Context: an optimization exercise on an open-source flow, tuned for small area and a short achievable clock period. The choices shown serve that exercise and are no tape-out recipe.
Only simulation tests tie the RTL to the original design; equivalence was not proved.

==> design/flow/design.v <==
module rbc_ring_calc (
    input  wire        clk,
    input  wire        rst,
    input  wire        in_valid,
    output wire        in_ready,
    input  wire [31:0] in_cmd,        
    input  wire [31:0] in_arg0,       
    input  wire [31:0] in_arg1,       
    input  wire [31:0] in_arg2,       
    input  wire        in_bound,      
    input  wire        in_grant,      
    input  wire        in_role,       
    input  wire [3:0]  in_kind,       
    input  wire [31:0] in_slots,      
    input  wire [31:0] in_base,       
    input  wire [31:0] in_grant_wr,   
    input  wire [31:0] in_grant_n,    
    input  wire [31:0] in_rd,
    input  wire [31:0] in_wr,
    output reg         out_valid,
    input  wire        out_ready,
    output reg  [3:0]  out_err,       
    output reg  [31:0] out_info,      
    output reg  [31:0] out_res0,      
    output reg  [31:0] out_res1,
    output reg  [31:0] out_res2,
    output reg  [31:0] out_first,     
    output reg  [31:0] out_second,    
    output reg  [31:0] out_addr0,
    output reg  [31:0] out_addr1,
    output reg  [31:0] out_addr2,
    output reg         out_store,     
    output reg  [31:0] out_store_val  
);
    localparam [7:0] OPC_NOP    = 8'h00;
    localparam [7:0] OPC_BIND   = 8'h01;
    localparam [7:0] OPC_SIZE   = 8'h02;
    localparam [7:0] OPC_EMPTY  = 8'h03;
    localparam [7:0] OPC_FULL   = 8'h04;
    localparam [7:0] OPC_CAP    = 8'h05;
    localparam [7:0] OPC_AVRD   = 8'h06;
    localparam [7:0] OPC_AVWR   = 8'h07;
    localparam [7:0] OPC_PUSH   = 8'h10;
    localparam [7:0] OPC_POP    = 8'h11;
    localparam [7:0] OPC_ACQ    = 8'h12;
    localparam [7:0] OPC_COMMIT = 8'h13;
    localparam [3:0] E_NONE          = 4'd0;
    localparam [3:0] E_ILLEGAL_CMD   = 4'd1;
    localparam [3:0] E_NOT_BOUND     = 4'd2;
    localparam [3:0] E_ROLE          = 4'd3;
    localparam [3:0] E_ALIGN         = 4'd5;
    localparam [3:0] E_BUS           = 4'd6;
    localparam [3:0] E_TYPE_MISMATCH = 4'd7;
    localparam [3:0] E_SIZE_OVERFLOW = 4'd9;
    localparam [3:0] E_INDEX_RANGE   = 4'd10;
    localparam [3:0] E_GRANT_PENDING = 4'd11;
    localparam [3:0] E_NO_GRANT      = 4'd12;
    localparam [3:0] E_COMMIT_RANGE  = 4'd13;
    localparam ROLE_PRODUCER = 1'b0;
    localparam ROLE_CONSUMER = 1'b1;
    localparam [36:0] MEM_SIZE = 37'h1_0000_0000;
    function [1:0] esize_log2(input [3:0] kind);
        case (kind)
            4'd0, 4'd1, 4'd2:       esize_log2 = 2'd0;
            4'd3, 4'd4:             esize_log2 = 2'd1;
            4'd5, 4'd6, 4'd7:       esize_log2 = 2'd2;
            default:                esize_log2 = 2'd3;
        endcase
    endfunction
    wire [7:0] opc      = in_cmd[31:24];
    wire [3:0] c_kind   = in_cmd[23:20];
    wire [1:0] c_proto  = in_cmd[19:18];
    wire       c_role   = in_cmd[17];
    wire       c_init   = in_cmd[16];
    wire       c_dflt   = in_cmd[16];
    wire [1:0]  size_e      = esize_log2(c_kind);
    wire [32:0] size_slots  = {1'b0, in_arg0} + 33'd1;
    wire [35:0] size_bytes  = ({3'b0, size_slots} << size_e) + 36'd8;
    wire        size_ovf    = (size_slots > 33'h0_8000_0000) ||
                              (size_bytes > 36'h0_FFFF_FFFF);
    wire [1:0]  bind_e      = esize_log2(c_kind);
    wire [32:0] bind_end    = {1'b0, in_arg0} + {1'b0, in_arg1};
    wire [32:0] bind_minsz  = 33'd8 + (33'd1 << bind_e);
    wire [31:0] bind_body   = in_arg1 - 32'd8;
    wire        bind_rem    = (bind_e == 2'd0) ? 1'b0 :
                              (bind_e == 2'd1) ? bind_body[0] :
                              (bind_e == 2'd2) ? (bind_body[1:0] != 2'd0) :
                                                 (bind_body[2:0] != 3'd0);
    wire [31:0] bind_s      = bind_body >> bind_e;
    wire        bind_badsz  = ({1'b0, in_arg1} < bind_minsz) || bind_rem;
    wire [1:0]  ring_e      = esize_log2(in_kind);
    wire        rd_bad      = (in_rd >= in_slots);
    wire        wr_bad      = (in_wr >= in_slots);
    wire [32:0] wr_plus_s   = {1'b0, in_wr} + {1'b0, in_slots};
    wire [32:0] avr_sum     = wr_plus_s - {1'b0, in_rd};
    wire [31:0] avail_read  = (avr_sum >= {1'b0, in_slots}) ?
                              avr_sum[31:0] - in_slots : avr_sum[31:0];
    wire [31:0] capacity    = in_slots - 32'd1;
    wire [31:0] avail_write = capacity - avail_read;
    wire [32:0] wr_plus_1   = {1'b0, in_wr} + 33'd1;
    wire [32:0] wr_next     = (wr_plus_1 >= {1'b0, in_slots}) ?
                              wr_plus_1 - {1'b0, in_slots} : wr_plus_1;
    wire        is_empty    = (in_wr == in_rd);
    wire        is_full     = (wr_next[31:0] == in_rd);
    wire        is_pop      = (opc == OPC_POP);
    wire [32:0] off_len     = {1'b0, in_arg2} + {1'b0, in_arg1};
    wire [36:0] buf_end     = {4'b0, in_arg0} + ({4'b0, off_len} << ring_e);
    wire        buf_bus     = (buf_end > MEM_SIZE);
    wire        buf_align   = (ring_e == 2'd0) ? 1'b0 :
                              (ring_e == 2'd1) ? in_arg0[0] :
                              (ring_e == 2'd2) ? (in_arg0[1:0] != 2'd0) :
                                                 (in_arg0[2:0] != 3'd0);
    wire [31:0] xfer_avail  = is_pop ? avail_read : avail_write;
    wire [31:0] xfer_req    = (opc == OPC_ACQ) ? in_arg0 : in_arg1;
    wire [31:0] xfer_n      = (xfer_req < xfer_avail) ? xfer_req : xfer_avail;
    wire [31:0] xfer_start  = is_pop ? in_rd : in_wr;
    wire [31:0] to_end      = in_slots - xfer_start;
    wire [31:0] xfer_first  = (to_end < xfer_n) ? to_end : xfer_n;
    wire [31:0] xfer_second = xfer_n - xfer_first;
    wire [32:0] adv_sum     = {1'b0, xfer_start} + {1'b0, xfer_n};
    wire [32:0] adv_idx     = (adv_sum >= {1'b0, in_slots}) ?
                              adv_sum - {1'b0, in_slots} : adv_sum;
    wire [31:0] slot0_addr  = in_base + 32'd8;
    wire [31:0] slot_addr   = slot0_addr + (xfer_start << ring_e);
    wire [31:0] buf_addr0   = in_arg0 + (in_arg2 << ring_e);
    wire [31:0] buf_addr1   = in_arg0 + ((in_arg2 + xfer_first) << ring_e);
    wire [31:0] commit_c    = c_dflt ? in_grant_n : in_arg0;
    wire [32:0] commit_sum  = {1'b0, in_grant_wr} + {1'b0, commit_c};
    wire [32:0] commit_idx  = (commit_sum >= {1'b0, in_slots}) ?
                              commit_sum - {1'b0, in_slots} : commit_sum;
    reg [3:0]  n_err;
    reg [31:0] n_info;
    reg [31:0] n_res0, n_res1, n_res2;
    reg [31:0] n_first, n_second;
    reg [31:0] n_addr0, n_addr1, n_addr2;
    reg        n_store;
    reg [31:0] n_store_val;
    always @(*) begin
        n_err       = E_NONE;
        n_info      = 32'd0;
        n_res0      = 32'd0;
        n_res1      = 32'd0;
        n_res2      = 32'd0;
        n_first     = 32'd0;
        n_second    = 32'd0;
        n_addr0     = 32'd0;
        n_addr1     = 32'd0;
        n_addr2     = 32'd0;
        n_store     = 1'b0;
        n_store_val = 32'd0;
        case (opc)
            OPC_NOP: begin
                if (in_cmd[23:0] != 24'd0) begin
                    n_err  = E_ILLEGAL_CMD;
                    n_info = in_cmd;
                end
            end
            OPC_BIND: begin
                if (in_cmd[15:0] != 16'd0 || c_proto == 2'd3) begin
                    n_err  = E_ILLEGAL_CMD;
                    n_info = in_cmd;
                end else if (in_grant) begin
                    n_err  = E_GRANT_PENDING;
                end else if (c_kind >= 4'd11) begin
                    n_err  = E_TYPE_MISMATCH;
                    n_info = {28'd0, c_kind};
                end else if (in_arg0[2:0] != 3'd0) begin
                    n_err  = E_ALIGN;
                    n_info = in_arg0;
                end else if ({4'b0, bind_end} > MEM_SIZE) begin
                    n_err  = E_BUS;
                    n_info = in_arg0;
                end else if (bind_badsz) begin
                    n_err  = E_TYPE_MISMATCH;
                    n_info = in_arg1;
                end else if (bind_s > 32'h8000_0000) begin
                    n_err  = E_SIZE_OVERFLOW;
                    n_info = in_arg1;
                end else if (c_proto == 2'd1 && c_kind != 4'd7) begin
                    n_err  = E_TYPE_MISMATCH;
                    n_info = {28'd0, c_kind};
                end else if (c_proto == 2'd2 && c_kind != 4'd1) begin
                    n_err  = E_TYPE_MISMATCH;
                    n_info = {28'd0, c_kind};
                end else begin
                    n_res0      = bind_s - 32'd1;
                    n_res1      = bind_s;
                    n_res2      = {21'd0, c_role, c_proto,
                                   4'd1 << bind_e, c_kind};
                    n_store     = c_init;
                    n_store_val = 32'd0;
                end
            end
            OPC_SIZE: begin
                if (in_cmd[19:0] != 20'd0) begin
                    n_err  = E_ILLEGAL_CMD;
                    n_info = in_cmd;
                end else if (c_kind >= 4'd11) begin
                    n_err  = E_TYPE_MISMATCH;
                    n_info = {28'd0, c_kind};
                end else if (size_ovf) begin
                    n_err  = E_SIZE_OVERFLOW;
                    n_info = in_arg0;
                end else begin
                    n_res0 = size_bytes[31:0];
                end
            end
            OPC_EMPTY, OPC_FULL, OPC_CAP, OPC_AVRD, OPC_AVWR: begin
                if (in_cmd[23:0] != 24'd0) begin
                    n_err  = E_ILLEGAL_CMD;
                    n_info = in_cmd;
                end else if (!in_bound) begin
                    n_err  = E_NOT_BOUND;
                end else if (opc == OPC_CAP) begin
                    n_res0 = capacity;
                end else if (rd_bad) begin
                    n_err  = E_INDEX_RANGE;
                    n_info = in_rd;
                end else if (wr_bad) begin
                    n_err  = E_INDEX_RANGE;
                    n_info = in_wr;
                end else begin
                    case (opc)
                        OPC_EMPTY: n_res0 = {31'd0, is_empty};
                        OPC_FULL:  n_res0 = {31'd0, is_full};
                        OPC_AVRD:  n_res0 = avail_read;
                        default:   n_res0 = avail_write;
                    endcase
                end
            end
            OPC_PUSH, OPC_POP: begin
                if (in_cmd[23:0] != 24'd0) begin
                    n_err  = E_ILLEGAL_CMD;
                    n_info = in_cmd;
                end else if (!in_bound) begin
                    n_err  = E_NOT_BOUND;
                end else if (in_role != (is_pop ? ROLE_CONSUMER : ROLE_PRODUCER)) begin
                    n_err  = E_ROLE;
                    n_info = {31'd0, in_role};
                end else if (!is_pop && in_grant) begin
                    n_err  = E_GRANT_PENDING;
                end else if (buf_align) begin
                    n_err  = E_ALIGN;
                    n_info = in_arg0;
                end else if (buf_bus) begin
                    n_err  = E_BUS;
                    n_info = in_arg0;
                end else if (rd_bad) begin
                    n_err  = E_INDEX_RANGE;
                    n_info = in_rd;
                end else if (wr_bad) begin
                    n_err  = E_INDEX_RANGE;
                    n_info = in_wr;
                end else begin
                    n_res0      = xfer_n;
                    n_first     = xfer_first;
                    n_second    = xfer_second;
                    n_addr0     = slot_addr;
                    n_addr1     = buf_addr0;
                    n_addr2     = buf_addr1;
                    n_store     = is_pop ? !is_empty : !is_full;
                    n_store_val = n_store ? adv_idx[31:0] : 32'd0;
                end
            end
            OPC_ACQ: begin
                if (in_cmd[23:0] != 24'd0) begin
                    n_err  = E_ILLEGAL_CMD;
                    n_info = in_cmd;
                end else if (!in_bound) begin
                    n_err  = E_NOT_BOUND;
                end else if (in_role != ROLE_PRODUCER) begin
                    n_err  = E_ROLE;
                    n_info = {31'd0, in_role};
                end else if (in_grant) begin
                    n_err  = E_GRANT_PENDING;
                end else if (rd_bad) begin
                    n_err  = E_INDEX_RANGE;
                    n_info = in_rd;
                end else if (wr_bad) begin
                    n_err  = E_INDEX_RANGE;
                    n_info = in_wr;
                end else begin
                    n_res0   = xfer_n;
                    n_res1   = in_wr;
                    n_first  = xfer_first;
                    n_second = xfer_second;
                    n_addr0  = slot_addr;
                    n_addr1  = slot0_addr;
                end
            end
            OPC_COMMIT: begin
                if (in_cmd[23:17] != 7'd0 || in_cmd[15:0] != 16'd0) begin
                    n_err  = E_ILLEGAL_CMD;
                    n_info = in_cmd;
                end else if (!in_bound) begin
                    n_err  = E_NOT_BOUND;
                end else if (in_role != ROLE_PRODUCER) begin
                    n_err  = E_ROLE;
                    n_info = {31'd0, in_role};
                end else if (!in_grant) begin
                    n_err  = E_NO_GRANT;
                end else if (commit_c > in_grant_n) begin
                    n_err  = E_COMMIT_RANGE;
                    n_info = commit_c;
                end else begin
                    n_res0      = commit_c;
                    n_store     = 1'b1;
                    n_store_val = commit_idx[31:0];
                end
            end
            default: begin
                n_err  = E_ILLEGAL_CMD;
                n_info = in_cmd;
            end
        endcase
    end
    assign in_ready = !out_valid || out_ready;
    always @(posedge clk) begin
        if (rst) begin
            out_valid <= 1'b0;
        end else if (in_ready) begin
            out_valid <= in_valid;
        end
    end
    always @(posedge clk) begin
        if (in_valid && in_ready) begin
            out_err       <= n_err;
            out_info      <= n_info;
            out_res0      <= n_res0;
            out_res1      <= n_res1;
            out_res2      <= n_res2;
            out_first     <= n_first;
            out_second    <= n_second;
            out_addr0     <= n_addr0;
            out_addr1     <= n_addr1;
            out_addr2     <= n_addr2;
            out_store     <= n_store;
            out_store_val <= n_store_val;
        end
    end
endmodule
==> design/flow/run.sh <==
#!/bin/bash
# synth_recipe.tcl (not shown) runs the flow's synth.tcl, then flattens the netlist and writes it again
# the make line also repeats each setting of config.mk as NAME=value (left out here)
make -C /OpenROAD-flow-scripts/flow DESIGN_CONFIG=/design/flow/config.mk WORK_HOME=/design/flow/orfs CLKGATE_MAP_FILE= SYNTH_SCRIPT=/design/flow/synth_recipe.tcl finish
==> design/flow/config.mk <==
export PLATFORM = sky130hd
export DESIGN_NAME = rbc_ring_calc
export DESIGN_NICKNAME = rbc_ring_calc
export VERILOG_FILES = /design/flow/design.v
export SDC_FILE = /design/flow/constraint.sdc
export NUM_CORES = 4
export LEC_CHECK = 0
export CAP_MARGIN = 20
export CORE_MARGIN = 2
export CORE_UTILIZATION = 40
export SLEW_MARGIN = 20
==> design/flow/constraint.sdc <==
create_clock -name core_clock -period 30.0 [get_ports {clk}]
set_input_delay 6.0000 -clock core_clock [delete_from_list [all_inputs] [get_ports {clk}]]
set_output_delay 6.0000 -clock core_clock [all_outputs]
set_load 0.01 [all_outputs]
==> flow_summary.json <==
{
  "cp-start-kind": "input port",
  "cts_buffer_depth": 3,
  "mostFrequentLayoutCells": "nor2_1 (796), nand2_1 (701), ha_1 (700)",
  "drive_gt1_share_pct": 5.485,
  "critical_path_class": "input port to flop",
  "cts_tree": "yes",
  "synth_edf_count": 304,
  "cpPeakStageDelay_ps": 700,
  "area_growth_pct": 18.37,
  "clk_root_buffer_cell": "clkbuf_16",
  "yosysSeqAreaShare_pct": 15.38,
  "firstDrtPassIters": 10,
  "syn_area_per_cell_sq_um": 7.440,
  "synth_ff_type": "edfxtp_1",
  "nets": 9674,
  "final_area_sq_mm": 0.07040,
  "die_x_um": 389.6,
  "tightest_slew_ps": 1285,
  "fin_crit_sh_pct": 94.71,
  "drc": 0,
  "setup_viol": 0,
  "clk_latency_ps": 670,
  "final_util_pct": 47.68,
  "initial_utilization_pct": 40.28,
  "postRouteWirelength_um": 340400,
  "cpMostUsedCell": "a21o_1",
  "gp_congestion": 1.101,
  "cp.arrival_ps": 28810,
  "synth_cell_types": 104,
  "yosysWarnings": 1,
  "clock_skew_ps": 44.39,
  "fin_setup_tns_ps": 0,
  "timing.final.crit_period_ps": 28410,
  "die_area_sq_mm": 0.1518,
  "final-max-slew-violation-count": 0,
  "post_cts_buffers": 0,
  "min_path_type": "flop to flop",
  "core-area_sq_mm": 0.1477,
  "num_rows": 141,
  "synthCells": 7994,
  "path_clk_slew_ps": 60,
  "vias": 68270,
  "hold_buffers": 0,
  "ios": 658,
  "layout_commonest_cell": "nor2_1",
  "grt_pass1_vias": 63254,
  "post_drt_wl_per_cell_um": 32.21,
  "die_h_um": 389.6,
  "worstPathMaxFanout": 19,
  "async_flop_share_pct": 0,
  "grt_pass1_wl_um": 468000,
  "required_ps": 30390,
  "hold_viol": 0,
  "cap_violations": 0,
  "grt-ovfl-total": 0,
  "antenna_found_initial": 34,
  "dp_hpwl_um": 280000,
  "numCtsBuffers": 38,
  "h-tree-depth": 2,
  "grt_usage_pct": 42.95,
  "critical_path.slowest_cell": "clkdlybuf4s50_1",
  "netlist_area_sq_mm": 0.05947,
  "placed_area_sq_mm": 0.06904,
  "ant_nets": 0,
  "ys_seq_elements": 305,
  "portBuffers": 636,
  "cts_sinks": 305,
  "rsz0062_at_grt": "false",
  "grt_max_degree": 81,
  "drt-vias-per-instance": 6.460,
  "max_freq_mhz": 35.19,
  "first_iter_violations": 9309,
  "slew_headroom_pct": 13.45,
  "end_kind": "flop",
  "status": "complete, no violations"
}
==> final cells by class <==
type                    count  area (sq um)
diodes                     14         35.03
clock buffers              42         965.9
clock inverters            27         309.0
fillers                 14786         77260
inverters                 551          2068
multi-input cells        6801         47130
flip-flops and latches    305          9149
well taps                1930          2415
repair buffers            898          8328
==> synth_stat cells, types with 48 or more instances <==
library cell	instances	area (sq um)
nor2_1	800	3003
or3_1	53	331.6
fa_1	48	960.9
a211oi_1	79	593.1
ha_1	700	8758
xor2_1	185	1620
nand4_1	96	600.6
inv_1	548	2057
a21o_1	230	1727
o21bai_1	81	608.1
a31oi_1	111	694.4
nand2_1	704	2643
o21a_1	108	810.8
xnor2_1	424	3714
edfxtp_1	304	9129
and3_1	104	650.6
nor2b_1	82	513.0
o31ai_1	67	503.0
a21oi_1	688	3443
clkbuf_1	271	1017
nand2b_1	104	650.6
and2_1	53	331.6
nor3_1	180	900.9
mux2i_1	293	2933
o21ai_0	545	2728
o22ai_1	58	362.9
nand3_1	202	1011
a21boi_0	53	397.9
nor4_1	73	456.7
o211ai_1	70	525.5
==> path summary, 6_finish.rpt <==
kind | from | end | slack (ps) | depth (start not counted)
worst min register to register | out_valid | out_valid | 540 | 2
worst max register to register | out_valid | out_res2[4] | 26750 | 4
worst max-delay path | in_wr[0] | out_addr2[31] | 1590 | 103
worst min-delay path | out_valid | out_valid | 540 | 2
==> cell families after synthesis <==
group,synth area share [%]
AND/OR/NAND/NOR,20.28
AO/OA/AOI/OAI,27.46
buffers and inverters,5.927
adder cells (fa/ha/maj),16.39
XOR/XNOR,9.009
multiplexers,5.537
flip-flops,15.38
other,0.006305
==> metal layers <==
metal,GRT usage (%),wire (um),vias up
met3,11.45,40090,953
met5,0,90,-
li1,-,-,30544
met1,55.01,134000,32509
met4,32.46,30700,12
met2,61.29,135500,4252
==> flip-flops by register name, indices dropped and copies added (netlist names) <==
signal	count
out_addr0	32
out_addr1	32
out_addr2	32
out_err	4
out_first	32
out_info	32
out_res0	32
out_res1	32
out_res2	11
out_second	32
out_store	1
out_store_val	32
out_valid	1
==> critical path: cells and delay by family <==
kind,cells,cell delay [ps]
AO/OA/AOI/OAI,61,12690
XOR/XNOR,4,630
adder cells (fa/ha/maj),10,3510
buffers and inverters,6,1560
multiplexers,3,1120
AND/OR/NAND/NOR,19,3290
==> stage by stage <==
step	hold slack, ps	instances	worst slack, ps
2_1_floorplan	593.0	8014	3463
3_3_place_gp	515.4	10484	1299
3_5_place_dp	530.2	10484	1064
4_1_cts	540.5	10553	1583
5_1_grt	566.0	10557	79.33
6_report	537.1	10568	1586
==> repair_timing <==
item,in CTS,in global routing
gates resized for setup,0,5
setup endpoints to repair,0,1
hold endpoints to repair,0,0

[separate check: timing with driven ports]
The flow's constraints put no driver on any port. The routed layout listed below was extracted and timed again, unchanged, in two steps. Step 1 sets driving cells, clkbuf_16 on the clock port and buf_2 on the other inputs (assumed; they add their load-dependent delay and slew). Step 2, shift: input delay + t, output delay - t, t = (earliest + latest rising clock arrival at the registers) / 2. This alone moves slack from input paths to output paths. Three values: ideal ports, drivers, drivers and shift; two values: the first two.
t, ns: 0.732
setup WS [ns]: 1.586 / 1.648 / 0.916
worst setup path at the end: input to register
worst register clock-pin slew, ns: 0.08 / 0.08
worst slew at a driven data input, ns: 0.13
After both steps this run still meets setup and hold. The setup slack of this run moves by +0.062 ns with the drivers and by -0.670 ns with both steps.
